Context: an optimization exercise on an open-source flow, tuned for small area. The choices shown serve that exercise and are no tape-out recipe.
Where RTL was checked, it was by simulation tests only, not by an equivalence proof against the original.
Power is estimated from default activity; no workload was simulated.

## eeprom_seq
module eeprom_seq (
    input             clk,
    input             rst,
    input             cmd_valid,
    output            cmd_ready,
    input      [31:0] cmd_word,
    input             buf_we,
    input             buf_sel,
    input      [4:0]  buf_idx,
    input      [22:0] buf_wdata,
    input      [4:0]  rbuf_idx,
    output     [7:0]  rbuf_data,
    input             map_ok,
    input             term_req,
    output reg        ev_valid,
    input             ev_ready,
    output reg [3:0]  ev_kind,
    output reg [31:0] ev_arg,
    input      [31:0] ev_lev,
    output     [31:0] status,
    output     [31:0] err_info,
    output     [14:0] err_addr
);
export LEC_CHECK = 0
export ABC_AREA = 1
export CAP_MARGIN = 20
export CORE_MARGIN = 2
export CORE_UTILIZATION = 65
export SLEW_MARGIN = 20
create_clock -name core_clock -period 10.0 [get_ports {clk}]
standard.sh (not shown) runs the stock make flow with config.mk's settings and CLKGATE_MAP_FILE= SYNTH_SCRIPT=/design/flow/synth_recipe.tcl, a recipe that flattens the netlist after the stock synthesis.
==> flow/flow/run.sh <==
#!/bin/bash
# The standard layout (standard.sh) with three changes:
#  - synthesis is synth_recipe.tcl with only the abc technology-mapping
#    script swapped for an area-recovery one (flow/area.abc); registers
#    are mapped before abc, so they come out exactly as in the standard
#    synthesis;
#  - clock tree synthesis adds no dummy balancing loads and builds leaf
#    clusters of up to 16 registers within 50 um, from clkbuf_8;
#  - every input and output port still gets its own buffer, but buf_1
#    instead of clkdlybuf4s50_1.
set -euo pipefail
HERE=$(pwd)
export CUSTOM_ABC_SCRIPT="$HERE/flow/area.abc"
export CTS_ARGS="-sink_clustering_enable -repair_clock_nets -dont_use_dummy_load -sink_clustering_size 16 -sink_clustering_max_diameter 50 -buf_list {sky130_fd_sc_hd__clkbuf_8}"
export BUFFER_PORTS_ARGS="-inputs -outputs -buffer_cell sky130_fd_sc_hd__buf_1"
sed "s|SYNTH_SCRIPT=[^ ]*|SYNTH_SCRIPT=$HERE/flow/area_synth.tcl|" standard.sh > area_standard.sh
grep -q "SYNTH_SCRIPT=$HERE/flow/area_synth.tcl" area_standard.sh
bash area_standard.sh > standard_flow.log 2>&1
==> flow/flow/area.abc <==
strash
dch
map -a
strash
dch
map -a
strash
dch
map -a
topo
==> flow/flow/area_synth.tcl <==
proc synth {args} { yosys synth -nofsm -noshare {*}$args }
proc abc {args} {
  set i [lsearch -exact $args -script]
  if {$i >= 0 && [info exists ::env(CUSTOM_ABC_SCRIPT)]} {
    set args [lreplace $args [expr {$i+1}] [expr {$i+1}] $::env(CUSTOM_ABC_SCRIPT)]
  }
  yosys abc {*}$args
}
source $::env(SCRIPTS_DIR)/synth.tcl
# left out here: clear keep_hierarchy, flatten, clean up, hide names made inside functions, write 1_2_yosys.v
==> next run, changes <==
--- a/flow/design.v
+++ b/flow/design.v
@@ -215,24 +215,26 @@
                 comp_we  = 1'b0;
             end
         endcase
     end
     wire j_in_len = (c_len[6:5] != 2'b00) || (ph < c_len[4:0]);
     wire need_flag = op_pairs ? pr_head[23] : pb_head[8];
     wire [4:0] wrow = buf_idx - ph - 5'd1;    
     reg        hw_v;                          
     reg        hw_sel;
-    wire [4:0]  hw_idx  = cnt;
-    wire [22:0] hw_data = r;
+    reg [4:0]  hw_idx;
+    reg [22:0] hw_data;
     wire [4:0] hrow = hw_idx - ph - 5'd1;     
     always @(posedge clk) begin
-        hw_v    <= buf_we && wrow[0] && cmd_ready;
+        hw_v    <= buf_we && wrow[0];
         hw_sel  <= buf_sel;
+        hw_idx  <= buf_idx;
+        hw_data <= buf_wdata;
     end
     wire [4:0] rrow = rbuf_idx - ph;          
     reg [7:0] rb_row [0:31];
     integer q;
     always @(*) for (q = 0; q < 32; q = q + 1) rb_row[q] = rb[q*8 +: 8];
     assign rbuf_data = rb_row[rrow];
     wire clr_flags = (state == S_RSTCLR);
     wire sq_we = (state == S_SCAN) && comp_we;
     wire at_i  = (ph == cnt);
@@ -326,20 +328,18 @@
             seq_valid   <= 1'b0;
             seq_len     <= 6'd0;
             rbuf_len    <= 6'd0;
             err         <= E_NONE;
         end else begin
             ph <= ph + 5'd1;
             case (state)
                 S_RSTCLR: if (ph == 5'd31) state <= S_IDLE;
                 S_IDLE: begin
-                    r   <= buf_wdata;
-                    cnt <= buf_idx;
                     if (!final_mode && term_req) begin
                         state <= S_TERM;
                     end else if (cmd_fire && !final_mode) begin
                         cur_cmd <= cmd_word;
                         state   <= S_SCANW;
                     end
                 end
                 S_SCANW: begin
                     unl     <= 1'b0;
Outcome: The new run ran to the end with no violations; final area goes up by 0.65%; fmax rises by 2.3%; first-iteration DRC count hardly moves; worst hold slack is worse by 0.0050 ns; clock power rose by about 2%; critical path depth went down by 1.
No functional check of the RTL was part of the second run of this note.

==> re-timing with driven ports <==
Ports are ideal in the flow. The routed layouts listed here were re-timed in OpenROAD.
Step 1 sets driving cells, clkbuf_16 on the clock port and buf_2 on the other inputs (assumed; they add their load-dependent delay and slew).
Step 2 moves the port delays by t, midway between the first and last clock arrival at a register: inputs arrive t later, outputs are due t later. That takes back most of the time a late clock gives input paths.
Slacks: no drivers / after step 1 / after step 2; pairs: no drivers / after step 1.
run	shift t [ns]	slack for setup (ns)	worst setup path after step 2	latest minus earliest clock arrival (ns)	worst data-port slew with drivers (ns)
the first run	0.922	2.062 / 2.041 / 2.041	input to output	0.100 / 0.100	0.12
the second run	0.899	2.237 / 2.167 / 2.298	input to output	0.086 / 0.086	0.12
After both steps every run listed still meets setup and hold. For the first run, which loses most, drivers alone change the setup slack by -0.021 ns; drivers and shift together by -0.021 ns.
